Background: an optimization exercise with open tools, aiming at small area. Do not read the settings as production practice.
Function was checked by simulation only, so behaviour that the tests miss may differ from the original.

Setup of the reference run:
Design isp_core, start of the top module:
module isp_core (
    input  wire        clk,
    input  wire        rst,
    input  wire        tick_ms,
    input  wire        cmd_valid,
    output wire        cmd_ready,
    input  wire [31:0] cmd_word,
    output reg         rsp_valid,
    input  wire        rsp_ready,
    output reg  [31:0] rsp_word,
    input  wire [7:0]  sid,
    output wire        tp_open,
    input  wire        tp_open_ack,
    output wire        tp_close,
    input  wire        tp_close_ack,
    output wire        tx_valid,
    input  wire        tx_ready,
    output wire [7:0]  tx_data,
    output wire        tx_flush,
    input  wire        tx_flush_ack,
    input  wire [7:0]  rx_avail,
    output wire        rx_rd,
    input  wire        rx_done,
    input  wire        rx_valid,
    input  wire [7:0]  rx_data,
    output reg         busy,
    output reg         done,
    output wire [3:0]  phase_o
);
Size in the first run: roughly 120 I/O pins.
==> flow/config.mk <==
export PLATFORM = sky130hd
export DESIGN_NAME = isp_core
export DESIGN_NICKNAME = isp_core
export VERILOG_FILES = /design/flow/design.v
export SDC_FILE = /design/flow/constraint.sdc
export NUM_CORES = 4
export LEC_CHECK = 0
export CAP_MARGIN = 20
export CORE_MARGIN = 2
export CORE_UTILIZATION = 40
export GPL_TIMING_DRIVEN = 0
export SLEW_MARGIN = 20
==> flow/constraint.sdc <==
create_clock -name core_clock -period 16.0 [get_ports {clk}]
set_input_delay 3.2000 -clock core_clock [delete_from_list [all_inputs] [get_ports {clk}]]
set_output_delay 3.2000 -clock core_clock [all_outputs]
set_load 0.01 [all_outputs]
standard.sh (not shown) runs the stock make flow with config.mk's settings and CLKGATE_MAP_FILE= SYNTH_SCRIPT=/design/flow/synth_recipe.tcl, a recipe that flattens the netlist after the stock synthesis.
==> flow/flow/run.sh <==
#!/bin/bash
# Layout flow: the standard synthesis, an area re-mapping of its
# combinational logic (registers untouched), then the standard layout with
# small port buffers and a leaner clock tree.
set -euo pipefail
W=$(pwd)
R=$W/orfs/results/$FLOW_PLATFORM/isp_core/base
LIB=$FLOW_HOME/platforms/$FLOW_PLATFORM/lib/sky130_fd_sc_hd__tt_025C_1v80.lib

# 1. standard synthesis
bash standard.sh synth > $W/flow_synth.log 2>&1

# 2. area re-mapping of the combinational cells: a few ABC scripts in
#    parallel, keeping the smallest result
cp $R/1_2_yosys.v $W/standard_1_2_yosys.v
S[1]="+strash;&get,-n;&deepsyn,-T,60;&put;&get,-n;&dch,-f;&nf,-R,1000;&put"
S[2]="+strash;dc2;&get,-n;&deepsyn,-T,60;&put;&get,-n;&dch,-f;&nf,-R,1000;&put"
S[3]="+strash;&get,-n;&deepsyn,-T,60;&put;&get,-n;&dch;&nf,-R,1000;&put"
S[4]="+strash;dch,-f;amap;topo"
for i in 1 2 3 4; do
  RESYN_LIB=$LIB RESYN_TOP=$FLOW_TOP RESYN_IN=$W/standard_1_2_yosys.v RESYN_OUT=$W/resyn_$i.v \
  RESYN_DONT_USE="sky130_fd_sc_hd__probe_p_8 sky130_fd_sc_hd__probec_p_8 sky130_fd_sc_hd__lpflow_*" \
  RESYN_SCRIPT="${S[$i]}" \
    yosys -c $W/flow/resyn.tcl > $W/flow_resyn_$i.log 2>&1 &
done
wait
best=""; besta=""
for i in 1 2 3 4; do
  [[ -s $W/resyn_$i.v ]] || continue
  a=$(grep "Chip area for module" $W/flow_resyn_$i.log | tail -1 | awk '{print $NF}')
  [[ -n "$a" ]] || continue
  if [[ -z "$best" ]] || awk -v x=$a -v y=$besta 'BEGIN{exit !(x<y)}'; then best=$i; besta=$a; fi
done
echo "resyn areas:" $(grep -h "Chip area for module" $W/flow_resyn_*.log | awk '{print $NF}') "chosen $best ($besta)" > $W/flow_resyn_choice.log
if [[ -n "$best" ]]; then
  cp $W/resyn_$best.v $R/1_2_yosys.v
  touch $R/1_2_yosys.v
fi

# 3. the rest of the standard layout
bash standard.sh \
  BUFFER_PORTS_ARGS="-buffer_cell sky130_fd_sc_hd__buf_1" \
  CTS_ARGS="-sink_clustering_enable -repair_clock_nets -buf_list sky130_fd_sc_hd__clkbuf_8 -sink_clustering_size 12 -sink_clustering_max_diameter 60 -dont_use_dummy_load" \
  finish > $W/flow_layout.log 2>&1
Other scripts of this flow, unchanged in this note and not shown: flow/flow/resyn.tcl
The reference run ran to completion and came out clean on the timing, design-rule and antenna checks.
The inputs of the trial run differ from those of the reference run as listed below.
-- flow/flow/run.sh --
<<< the reference run, line 43
  CTS_ARGS="-sink_clustering_enable -repair_clock_nets -buf_list sky130_fd_sc_hd__clkbuf_8 -sink_clustering_size 12 -sink_clustering_max_diameter 60 -dont_use_dummy_load" \
>>> the trial run, line 43
  CTS_ARGS="-sink_clustering_enable -repair_clock_nets -buf_list sky130_fd_sc_hd__clkbuf_4 -sink_clustering_size 8 -sink_clustering_max_diameter 50 -dont_use_dummy_load" \
### Flow results
The trial run: done, clean on timing, DRC and antenna. Detailed route wirelength on metal2 was lower in the reference run than in the trial run. Delta(worst hold slack after final layout, the trial run - the reference run) < 0. Taking the trial run as 1.0, the reference run lands at 0.76 on number of buffers inserted during clock tree synthesis. Final-layout clock-cell area share in the trial run is 0.77 points below the reference run.

==> afterwards: timing with drivers on the ports <==
No port has a modelled driver above. Below, the same layouts with a new extraction and two added sets of constraints. Step 1 sets driving cells, clkbuf_16 on the clock port and buf_2 on the other inputs (assumed; they add their load-dependent delay and slew). Step 2 adds t to the input delays and takes it off the output delays; t is the mean of the earliest and latest rising clock arrival at the registers after step 1. Input paths then give back, and output paths get back, about the clock's delay inside the block. Slacks: ideal / step 1 / step 2; pairs: ideal / step 1.
| run | t, ns | setup WS [ns] | hold slack, ns | clock arrival spread, ns | worst slew at a driven data input, ns |
|---|---|---|---|---|---|
| the reference run | 0.612 | 8.471 / 8.424 / 7.968 | 0.477 / 0.477 / 0.477 | 0.060 / 0.060 | 0.03 |
| the trial run | 0.693 | 8.372 / 8.326 / 7.982 | 0.453 / 0.453 / 0.453 | 0.104 / 0.105 | 0.03 |
After both steps setup and hold are still met in every run listed. For the reference run, which loses most, drivers alone change the setup slack by -0.047 ns; drivers and shift together by -0.503 ns.
